This is an optimization exercise on Yosys and OpenROAD, whose aim is a short achievable clock period and few clock cycles, not a production implementation.
Function was checked by simulation only, so behaviour that the tests miss may differ from the original.
Power is estimated from default activity; no workload was simulated.

### design/flow/run.sh
#!/bin/bash
# synth_recipe.tcl (not shown) runs the flow's synth.tcl, then flattens the netlist and writes it again
# the make line also repeats each setting of config.mk as NAME=value (left out here)
make -C /OpenROAD-flow-scripts/flow DESIGN_CONFIG=/design/flow/config.mk WORK_HOME=/design/flow/orfs CLKGATE_MAP_FILE= SYNTH_SCRIPT=/design/flow/synth_recipe.tcl finish
### design/flow/config.mk
export PLATFORM = sky130hd
export DESIGN_NAME = ckone_core
export DESIGN_NICKNAME = ckone_core
export VERILOG_FILES = /design/flow/design.v
export SDC_FILE = /design/flow/constraint.sdc
export NUM_CORES = 8
export LEC_CHECK = 0
export CAP_MARGIN = 20
export CORE_MARGIN = 2
export CORE_UTILIZATION = 40
export PLACE_DENSITY = 0.6
export SLEW_MARGIN = 20
### design/flow/constraint.sdc
create_clock -name core_clock -period 12.0 [get_ports {clk}]
set_input_delay 2.4000 -clock core_clock [delete_from_list [all_inputs] [get_ports {clk}]]
set_output_delay 2.4000 -clock core_clock [all_outputs]
set_load 0.01 [all_outputs]
### design/flow/design.v
module ckone_core (
    input  wire        clk,
    input  wire        rst,
    input  wire [15:0] load_len,      
    output reg         mem_req,
    output reg         mem_we,
    output reg  [31:0] mem_addr,
    output reg  [31:0] mem_wdata,
    input  wire        mem_gnt,
    input  wire        mem_rvalid,
    input  wire [31:0] mem_rdata,
    output reg         in_req,
    input  wire        in_valid,
    input  wire        in_fail,
    input  wire [31:0] in_data,
    output reg         out_valid,
    output reg  [31:0] out_data,
    output wire        halted,
    output wire        faulted,
    output reg  [3:0]  fault_kind
);
    localparam [7:0] OP_NOP   = 8'h00, OP_STORE = 8'h01, OP_LOAD  = 8'h02,
                     OP_IN    = 8'h03, OP_OUT   = 8'h04,
                     OP_ADD   = 8'h11, OP_SUB   = 8'h12, OP_MUL   = 8'h13,
                     OP_DIV   = 8'h14, OP_MOD   = 8'h15, OP_AND   = 8'h16,
                     OP_OR    = 8'h17, OP_XOR   = 8'h18, OP_SHL   = 8'h19,
                     OP_SHR   = 8'h1A, OP_SHRA  = 8'h1C, OP_COMP  = 8'h1F,
                     OP_JUMP  = 8'h20, OP_JNEG  = 8'h21, OP_JZER  = 8'h22,
                     OP_JPOS  = 8'h23, OP_JNNEG = 8'h24, OP_JNZER = 8'h25,
                     OP_JNPOS = 8'h26, OP_JLES  = 8'h27, OP_JEQU  = 8'h28,
                     OP_JGRE  = 8'h29, OP_JNLES = 8'h2A, OP_JNEQU = 8'h2B,
                     OP_JNGRE = 8'h2C, OP_CALL  = 8'h31, OP_EXIT  = 8'h32,
                     OP_PUSH  = 8'h33, OP_POP   = 8'h34, OP_PUSHR = 8'h35,
                     OP_POPR  = 8'h36, OP_SVC   = 8'h70;
    localparam [3:0] F_NONE = 4'd0, F_ADDR = 4'd1, F_ILLEGAL = 4'd2,
                     F_NODEV = 4'd3, F_NOSVC = 4'd4, F_NOTIMPL = 4'd5,
                     F_DIVZERO = 4'd6, F_INPUT = 4'd7;
    localparam [4:0] S_FETCH    = 5'd0,  S_FETCH_W  = 5'd1,
                     S_RESOLVE  = 5'd2,  S_RD1_W    = 5'd3,
                     S_RD2      = 5'd4,  S_RD2_W    = 5'd5,
                     S_DISPATCH = 5'd6,  S_STORE    = 5'd7,
                     S_IN       = 5'd8,  S_MUL      = 5'd9,
                     S_DIV      = 5'd10, S_SEQ      = 5'd11,
                     S_PUSH_INC = 5'd12, S_PUSH_WR  = 5'd13,
                     S_POP_RD   = 5'd14, S_POP_W    = 5'd15,
                     S_HALT     = 5'd16, S_FAULT    = 5'd17;
    reg  [31:0] x [0:7];
    reg  [31:0] pc;
    reg         fl_l, fl_e, fl_g;
    reg  [16:0] mem_len;
    reg  [4:0]  state;
    reg  [31:0] ir;
    reg  [31:0] opnd;        
    reg  [31:0] ea;          
    reg  [31:0] pv;          
    reg  [2:0]  step;
    reg  [5:0]  cnt;
    reg  [31:0] md_a;        
    reg  [31:0] md_b;        
    reg  [31:0] md_acc;      
    wire [7:0]  d_op  = ir[31:24];
    wire [2:0]  d_r   = ir[23:21];
    wire [1:0]  d_m   = ir[20:19];
    wire [2:0]  d_x   = ir[18:16];
    wire [31:0] d_imm = {{16{ir[15]}}, ir[15:0]};
    wire [31:0] base  = d_imm + ((d_x != 3'd0) ? x[d_x] : 32'd0);
    wire [31:0] ra    = x[d_r];
    wire [31:0] xs    = x[d_r];    
    function in_range;
        input [31:0] a;
        input [16:0] len;
        in_range = (a < {15'd0, len});
    endfunction
    reg legal;
    always @(*) begin
        case (d_op)
            OP_NOP, OP_STORE, OP_LOAD, OP_IN, OP_OUT,
            OP_ADD, OP_SUB, OP_MUL, OP_DIV, OP_MOD, OP_AND, OP_OR, OP_XOR,
            OP_SHL, OP_SHR, OP_SHRA, OP_COMP,
            OP_JUMP, OP_JNEG, OP_JZER, OP_JPOS, OP_JNNEG, OP_JNZER, OP_JNPOS,
            OP_JLES, OP_JEQU, OP_JGRE, OP_JNLES, OP_JNEQU, OP_JNGRE,
            OP_CALL, OP_EXIT, OP_PUSH, OP_POP, OP_PUSHR, OP_POPR, OP_SVC:
                legal = 1'b1;
            default:
                legal = 1'b0;
        endcase
    end
    reg jcond;
    always @(*) begin
        case (d_op)
            OP_JUMP:  jcond = 1'b1;
            OP_JNEG:  jcond = ra[31];
            OP_JZER:  jcond = (ra == 32'd0);
            OP_JPOS:  jcond = !ra[31] && (ra != 32'd0);
            OP_JNNEG: jcond = !ra[31];
            OP_JNZER: jcond = (ra != 32'd0);
            OP_JNPOS: jcond = ra[31] || (ra == 32'd0);
            OP_JLES:  jcond = fl_l;
            OP_JEQU:  jcond = fl_e;
            OP_JGRE:  jcond = fl_g;
            OP_JNLES: jcond = !fl_l;
            OP_JNEQU: jcond = !fl_e;
            OP_JNGRE: jcond = !fl_g;
            default:  jcond = 1'b0;
        endcase
    end
    wire [32:0] div_rem = {md_acc[31:0], md_a[31]};
    wire [32:0] div_sub = div_rem - {1'b0, md_b};
    assign halted  = (state == S_HALT);
    assign faulted = (state == S_FAULT);
    always @(*) begin
        mem_req   = 1'b0;
        mem_we    = 1'b0;
        mem_addr  = 32'd0;
        mem_wdata = 32'd0;
        in_req    = 1'b0;
        case (state)
            S_FETCH: if (in_range(pc, mem_len)) begin
                mem_req  = 1'b1;
                mem_addr = pc;
            end
            S_RESOLVE: if ((d_m == 2'd1 || d_m == 2'd2) && in_range(base, mem_len)) begin
                mem_req  = 1'b1;
                mem_addr = base;
            end
            S_RD2: if (in_range(ea, mem_len)) begin
                mem_req  = 1'b1;
                mem_addr = ea;
            end
            S_STORE: if (in_range(ea, mem_len)) begin
                mem_req   = 1'b1;
                mem_we    = 1'b1;
                mem_addr  = ea;
                mem_wdata = pv;
            end
            S_PUSH_WR: if (in_range(xs, mem_len)) begin
                mem_req   = 1'b1;
                mem_we    = 1'b1;
                mem_addr  = xs;
                mem_wdata = pv;
            end
            S_POP_RD: if (in_range(xs, mem_len)) begin
                mem_req  = 1'b1;
                mem_addr = xs;
            end
            S_IN: in_req = 1'b1;
            default: ;
        endcase
    end
    integer i;
    always @(posedge clk) begin
        out_valid <= 1'b0;
        if (rst) begin
            for (i = 0; i < 6; i = i + 1)
                x[i] <= 32'd0;
            x[6]       <= {16'd0, load_len};
            x[7]       <= (load_len != 16'd0) ? {16'd0, load_len} - 32'd1 : 32'd0;
            pc         <= 32'd0;
            fl_l       <= 1'b0;
            fl_e       <= 1'b0;
            fl_g       <= 1'b0;
            mem_len    <= {1'b0, load_len} + 17'd64;
            state      <= S_FETCH;
            fault_kind <= F_NONE;
            out_data   <= 32'd0;
            step       <= 3'd0;
            cnt        <= 6'd0;
        end else begin
            case (state)
            S_FETCH: begin
                if (!in_range(pc, mem_len)) begin
                    fault_kind <= F_ADDR;
                    state      <= S_FAULT;
                end else if (mem_gnt) begin
                    state <= S_FETCH_W;
                end
            end
            S_FETCH_W: begin
                if (mem_rvalid) begin
                    ir    <= mem_rdata;
                    pc    <= pc + 32'd1;
                    state <= S_RESOLVE;
                end
            end
            S_RESOLVE: begin
                ea <= base;
                case (d_m)
                    2'd0: begin
                        opnd  <= base;
                        state <= S_DISPATCH;
                    end
                    2'd3: begin
                        fault_kind <= F_ILLEGAL;
                        state      <= S_FAULT;
                    end
                    default: begin
                        if (!in_range(base, mem_len)) begin
                            fault_kind <= F_ADDR;
                            state      <= S_FAULT;
                        end else if (mem_gnt) begin
                            state <= S_RD1_W;
                        end
                    end
                endcase
            end
            S_RD1_W: begin
                if (mem_rvalid) begin
                    if (d_m == 2'd1) begin
                        opnd  <= mem_rdata;
                        state <= S_DISPATCH;
                    end else begin
                        ea    <= mem_rdata;
                        state <= S_RD2;
                    end
                end
            end
            S_RD2: begin
                if (!in_range(ea, mem_len)) begin
                    fault_kind <= F_ADDR;
                    state      <= S_FAULT;
                end else if (mem_gnt) begin
                    state <= S_RD2_W;
                end
            end
            S_RD2_W: begin
                if (mem_rvalid) begin
                    opnd  <= mem_rdata;
                    state <= S_DISPATCH;
                end
            end
            S_DISPATCH: begin
                step  <= 3'd0;
                state <= S_FETCH;
                if (!legal) begin
                    fault_kind <= F_ILLEGAL;
                    state      <= S_FAULT;
                end else begin
                    case (d_op)
                        OP_NOP: ;
                        OP_STORE: begin
                            pv    <= ra;
                            state <= S_STORE;
                        end
                        OP_LOAD: x[d_r] <= opnd;
                        OP_IN: begin
                            if (opnd == 32'd0 || opnd == 32'd6) begin
                                state <= S_IN;
                            end else begin
                                fault_kind <= F_NODEV;
                                state      <= S_FAULT;
                            end
                        end
                        OP_OUT: begin
                            if (opnd == 32'd0 || opnd == 32'd7) begin
                                out_valid <= 1'b1;
                                out_data  <= ra;
                            end else begin
                                fault_kind <= F_NODEV;
                                state      <= S_FAULT;
                            end
                        end
                        OP_ADD:  x[d_r] <= ra + opnd;
                        OP_SUB:  x[d_r] <= ra - opnd;
                        OP_AND:  x[d_r] <= ra & opnd;
                        OP_OR:   x[d_r] <= ra | opnd;
                        OP_XOR:  x[d_r] <= ra ^ opnd;
                        OP_SHL:  x[d_r] <= ra << opnd[4:0];
                        OP_SHR:  x[d_r] <= ra >> opnd[4:0];
                        OP_SHRA: x[d_r] <= $signed(ra) >>> opnd[4:0];
                        OP_MUL: begin
                            md_a   <= opnd;
                            md_b   <= ra;
                            md_acc <= 32'd0;
                            cnt    <= 6'd0;
                            state  <= S_MUL;
                        end
                        OP_DIV, OP_MOD: begin
                            if (opnd == 32'd0) begin
                                fault_kind <= F_DIVZERO;
                                state      <= S_FAULT;
                            end else begin
                                md_a   <= ra;
                                md_b   <= opnd;
                                md_acc <= 32'd0;
                                cnt    <= 6'd0;
                                state  <= S_DIV;
                            end
                        end
                        OP_COMP: begin
                            fl_l <= (ra <  opnd);
                            fl_e <= (ra == opnd);
                            fl_g <= (ra >  opnd);
                        end
                        OP_JUMP, OP_JNEG, OP_JZER, OP_JPOS, OP_JNNEG,
                        OP_JNZER, OP_JNPOS, OP_JLES, OP_JEQU, OP_JGRE,
                        OP_JNLES, OP_JNEQU, OP_JNGRE: begin
                            if (jcond)
                                pc <= opnd;
                        end
                        OP_SVC: begin
                            case (opnd)
                                32'd11: state <= S_HALT;
                                32'd12, 32'd13: state <= S_SEQ;
                                32'd14, 32'd15: begin
                                    fault_kind <= F_NOTIMPL;
                                    state      <= S_FAULT;
                                end
                                default: begin
                                    fault_kind <= F_NOSVC;
                                    state      <= S_FAULT;
                                end
                            endcase
                        end
                        default: state <= S_SEQ;    
                    endcase
                end
            end
            S_STORE: begin
                if (!in_range(ea, mem_len)) begin
                    fault_kind <= F_ADDR;
                    state      <= S_FAULT;
                end else if (mem_gnt) begin
                    state <= S_FETCH;
                end
            end
            S_IN: begin
                if (in_valid) begin
                    if (in_fail) begin
                        fault_kind <= F_INPUT;
                        state      <= S_FAULT;
                    end else if (d_op == OP_IN) begin
                        x[d_r] <= in_data;
                        state  <= S_FETCH;
                    end else begin
                        pv    <= in_data;
                        state <= S_STORE;
                    end
                end
            end
            S_MUL: begin
                if (md_a[0])
                    md_acc <= md_acc + md_b;
                md_a <= md_a >> 1;
                md_b <= md_b << 1;
                cnt  <= cnt + 6'd1;
                if (cnt == 6'd31) begin
                    x[d_r] <= md_a[0] ? md_acc + md_b : md_acc;
                    state  <= S_FETCH;
                end
            end
            S_DIV: begin
                if (!div_sub[32]) begin
                    md_acc <= div_sub[31:0];
                    md_a   <= {md_a[30:0], 1'b1};
                end else begin
                    md_acc <= div_rem[31:0];
                    md_a   <= {md_a[30:0], 1'b0};
                end
                cnt <= cnt + 6'd1;
                if (cnt == 6'd31) begin
                    if (d_op == OP_DIV)
                        x[d_r] <= {md_a[30:0], !div_sub[32]};
                    else
                        x[d_r] <= div_sub[32] ? div_rem[31:0] : div_sub[31:0];
                    state <= S_FETCH;
                end
            end
            S_SEQ: begin
                state <= S_FETCH;
                case (d_op)
                    OP_CALL: begin
                        case (step)
                            3'd0: begin pv <= pc;   state <= S_PUSH_INC; end
                            3'd1: begin pv <= x[7]; state <= S_PUSH_INC; end
                            default: begin
                                x[7] <= xs;
                                pc   <= opnd;
                            end
                        endcase
                    end
                    OP_EXIT: begin
                        if (step < 3'd2)
                            state <= S_POP_RD;
                        else
                            x[d_r] <= xs - opnd;
                    end
                    OP_PUSH: begin
                        if (step == 3'd0) begin
                            pv    <= opnd;
                            state <= S_PUSH_INC;
                        end
                    end
                    OP_POP: begin
                        if (step == 3'd0)
                            state <= S_POP_RD;
                    end
                    OP_PUSHR: begin
                        if (step < 3'd6) begin
                            pv    <= x[step];
                            state <= S_PUSH_INC;
                        end
                    end
                    OP_POPR: begin
                        if (step < 3'd6)
                            state <= S_POP_RD;
                    end
                    OP_SVC: begin
                        if (step == 3'd0) begin
                            state <= S_POP_RD;
                        end else if (opnd[0] == 1'b0) begin
                            ea    <= pv;
                            state <= S_IN;
                        end else begin
                            out_valid <= 1'b1;
                            out_data  <= pv;
                        end
                    end
                    default: ;
                endcase
            end
            S_PUSH_INC: begin
                x[d_r] <= xs + 32'd1;
                state  <= S_PUSH_WR;
            end
            S_PUSH_WR: begin
                if (!in_range(xs, mem_len)) begin
                    fault_kind <= F_ADDR;
                    state      <= S_FAULT;
                end else if (mem_gnt) begin
                    step  <= step + 3'd1;
                    state <= S_SEQ;
                end
            end
            S_POP_RD: begin
                if (!in_range(xs, mem_len)) begin
                    fault_kind <= F_ADDR;
                    state      <= S_FAULT;
                end else if (mem_gnt) begin
                    state <= S_POP_W;
                end
            end
            S_POP_W: begin
                if (mem_rvalid) begin
                    x[d_r] <= xs - 32'd1;
                    pv     <= mem_rdata;
                    step   <= step + 3'd1;
                    state  <= S_SEQ;
                    case (d_op)
                        OP_EXIT: begin
                            if (step == 3'd0)
                                x[7] <= mem_rdata;
                            else
                                pc <= mem_rdata;
                        end
                        OP_POP:  x[d_x] <= mem_rdata;
                        OP_POPR: x[3'd5 - step] <= mem_rdata;
                        default: ;
                    endcase
                end
            end
            S_HALT:  ;
            S_FAULT: ;
            default: state <= S_FAULT;
            endcase
        end
    end
endmodule
==> impl_metrics.ini <==
[sta]
finalMaxSlewViolations = 0
max_clock_freq_ghz = 0.0865
max-slew-margin-rel_pct = 2.44
setup_slack_ns = 0.444
finalSetupTns_ns = 0
finalCriticalPeriod_ns = 11.56
rsz0062_at_grt = no
skew_ns = 0.123
worst_slew_pin_slew_ns = 1.46
post-route-period-util_pct = 96.3
setup_viol = 0
final-hold-violation-count = 0

[place]
io_buffer_count = 175
gp_congestion = 1.14
place_ws_ns = 1.62
dpl.hpwl_um = 284000

[global_route]
grt_overflow = 0
grt_pass1_wl_um = 526000
grt_pass1_vias = 59800
grt_max_degree = 104
grt_usage_pct = 51.9
antenna_found_initial = 75

[logic_synthesis]
synth_area_um2 = 58100
yosysSeqAreaShare_pct = 28.9
synth_area_per_cell_um2 = 8.81
synth_compound_area_share_pct = 25.8
synthSimpleGateAreaFrac_pct = 15.9
synth-xor-area-share_pct = 2.53
synth_top_cell_area_share_pct = 25.7
synth-seq-cells = 592
ys.flop_type = edfxtp_1
yosysWarnings = 1
synth_area_leader_cell = edfxtp_1
synth_cell_types = 108
synthArstFlopShare_pct = 0
synth_top_family_by_area = compound AO/OA/AOI/OAI gates
ys_top_cells_by_area = edfxtp_1 (26%), mux4_2 (9.0%), ha_1 (6.1%)
synthMuxAreaShare_pct = 15.1
synth_fa_ha_area_share_pct = 6.24
synth_cells = 6596
synth_edf_count = 497

[clock_network]
cts_resized = 0
worst_skew_pair.late_latency_ns = 0.77
cts.sinks = 592
h-tree-depth = 3
cts_tree = done
cts_buffers = 79
hold_buffers = 0
clk_path_buf_depth = 3
cts_root_buffer = clkbuf_16
path_clk_slew_ns = 0.06
cts_setup_buffers = 0

[route]
wire_per_inst_um = 45.9
vias_per_cell = 7.65
dr.pass1.iters = 14
ant_nets = 0
vias = 66000
drc = 0
drt_iter0_drc = 12800
wl_um = 396000

[power]
peakVddDrop_mv = 0.118
cellLeakagePower_nw = 23.9
p_per_area_nw_per_um2 = 171

[die]
die_h_um = 385
dieArea_um2 = 148000
core_um2 = 144000
rows = 139
io_pins = 192
start_util_pct = 40.4
die_w_um = 385

[cells_and_area]
drive_gt1_share_pct = 14.3
final_nets = 6969
syn2layout_area_growth_pct = 12.7
final_util_pct = 45.5

[run_status]
status = finished clean

[setup_path]
cp-start-kind = flip-flop
cp_top_family = compound AO/OA/AOI/OAI gates
cp.required_ns = 9.60
critPathBufInv = 3
critPathKind = flip-flop to primary output
path_max_fanout = 22
worst_setup_path_end_kind = primary output
critPathMaxStageDelay_ns = 0.79
arrival_ns = 9.16
rrSetupSlack_ns = 2.76
crit_slowest_cell = o21ai_0

[hold_path]
hold_path_class = flip-flop to flip-flop

[flow_run]
maxCapViolCount = 0
==> worst reg2reg max path: stages, from the launching register on <==
cell and delay [ns]:
dfxtp_4 0.84, buf_4 0.59, mux4_2 0.43, mux2i_2 0.72, buf_4 0.59, ha_1 0.49, nor4_1 0.85, nand2_1 0.46
o21bai_1 0.41, a31oi_1 0.42, nor2_1 0.12, xnor2_1 0.68, a2111oi_0 0.24, o21ai_1 0.80, o211ai_1 0.50, a22oi_2 0.62
o21ai_0 0.21
==> cell usage in the layout, fill, tap and decap left out, drive strengths merged, types with 35 or more instances in the layout <==
cell	Yosys	routed
o21a	36	36
nor2	640	640
clkdlybuf4s50	0	173
buf	127	293
a221oi	42	42
diode	0	76
nand2	595	595
dfxtp	95	95
nand4	48	48
mux4	233	233
nor4	55	55
or3	38	38
nor2b	42	42
o21ai	518	518
mux2i	218	218
nor3	130	130
nand3	167	167
xor2	49	49
mux2	107	107
edfxtp	497	497
a211oi	118	118
a221o	45	45
o211ai	100	100
ha	282	282
and2	63	63
a21oi	473	473
o22ai	79	79
o221ai	42	42
and3	43	43
xnor2	119	119
nand2b	45	45
a22o	115	115
a222oi	83	83
a21o	80	80
clkinv	6	35
o31ai	38	38
a22oi	113	113
clkbuf	436	102
inv	219	221
a31oi	61	61
==> cell type report <==
cell class / instances / area [µm²]
antenna: 76 / 190
multi-input combinational: 5231 / 38700
clock inverter: 41 / 469
timing repair buffer: 467 / 3940
fill: 14000 / 78500
tap: 1903 / 2380
clock buffer: 101 / 2130
inverter: 225 / 845
sequential: 592 / 16900
==> synthesized netlist by cell type, types with 32 or more instances <==
master / instances
nand2_1: 594
nand4_1: 48
a21oi_1: 472
a222oi_1: 83
or3_1: 38
a211oi_1: 117
a22oi_1: 112
nand3_1: 167
buf_1: 53
dfxtp_1: 95
xor2_1: 49
a221o_1: 45
o22ai_1: 79
nor2b_1: 42
inv_1: 191
nand2b_1: 45
o21a_1: 36
o21ai_0: 463
nor4_1: 48
and3_1: 43
a31oi_1: 61
and2_1: 63
o21ai_1: 52
nor2_1: 639
mux4_2: 233
clkbuf_1: 436
buf_2: 37
o31ai_1: 38
mux2i_1: 204
a221oi_1: 39
o21bai_1: 32
o221ai_1: 42
xnor2_1: 119
ha_1: 282
a22o_1: 115
o211ai_1: 100
nor3_1: 125
edfxtp_1: 497
a21o_1: 80
mux2_2: 107
==> cells by family (layout without fill, tap and decap cells) <==
| family | Yosys count | count (layout) |
|---|---|---|
| buffers and inverters | 788 | 834 |
| and+or+nand+nor | 1986 | 1986 |
| xor gates and xnor gates | 168 | 168 |
| AOI/OAI and AO/OA | 2216 | 2216 |
| muxes | 558 | 558 |
| adders and majority gates | 287 | 287 |
| DFF | 592 | 592 |
| other | 1 | 92 |
==> flip-flops by register name (all words and copies together) (netlist names), 5 cells and up, named ones only <==
register / cells
ea: 32
md_a: 32
md_b: 32
opnd: 32
x: 256
state: 5
md_acc: 32
pv: 32
cnt: 6
mem_len: 17
pc: 32
out_data: 32
ir: 32
==> path summary, 6_finish.rpt <==
check	startpoint	to	cells after the start
worst max-delay path	flip-flop	mem_addr[16]	25
worst min-delay path	out_data[18]$_SDFFE_PP0P_	out_data[18]$_SDFFE_PP0P_	2
worst max register to register	flip-flop	x[4][22]$_DFFE_PP_	16
worst min register to register	out_data[18]$_SDFFE_PP0P_	out_data[18]$_SDFFE_PP0P_	2
==> through the flow <==
step	hold WS, ns	cell area (µm²)	power (mW)	std cells
after floorplan	0.458	58200	5.62	6611
after global placement	0.472	62600	8.24	8412
after detailed placement	0.475	62600	8.24	8413
after CTS	0.489	65200	10.7	8555
after global routing	0.515	65300	11.2	8567
final	0.489	65500	11.2	8636
==> power breakdown <==
part           switching [mW]  internal [mW]  leakage (nW)  total [mW]
clock                    1.10           1.38          1.24        2.48
sequential              0.253           2.46          5.60        2.72
combinational            4.33           1.69          17.0        6.02
total                    5.68           5.53          23.9        11.2
==> routing by layer <==
metal	share of wire, %	GRT usage (%)	up-vias
met2	40	71.0	6477
met1	34	58.7	31900
met4	12	49.0	40
li1	-	-	25600
met3	15	24.5	2014
met5	0.089	2.11	-
Testbench counts, summed over its fixed seeds: cycles 179,434.

==> afterwards: timing with drivers on the ports <==
Ports are ideal in the flow. The routed layout listed here was re-timed in OpenROAD. Step 1 (the two cells are an assumption about what drives the block):
set clk [get_ports {clk}]
set_driving_cell -lib_cell sky130_fd_sc_hd__clkbuf_16 $clk
set_driving_cell -lib_cell sky130_fd_sc_hd__buf_2 [delete_from_list [all_inputs] $clk]
Step 2, shift: input delay + t, output delay - t, t = (earliest + latest rising clock arrival at the registers) / 2. This alone moves slack from input paths to output paths. Slacks: ideal ports / drivers / drivers and shift; pairs: ideal ports / drivers.
shift t [ns]: 0.799
slack for setup (ns): 0.444 / 0.352 / 1.151
worst setup path after step 2: register to output
After both steps this run still meets setup and hold. For this run, drivers alone change the setup slack by -0.092 ns; drivers and shift together by +0.707 ns.
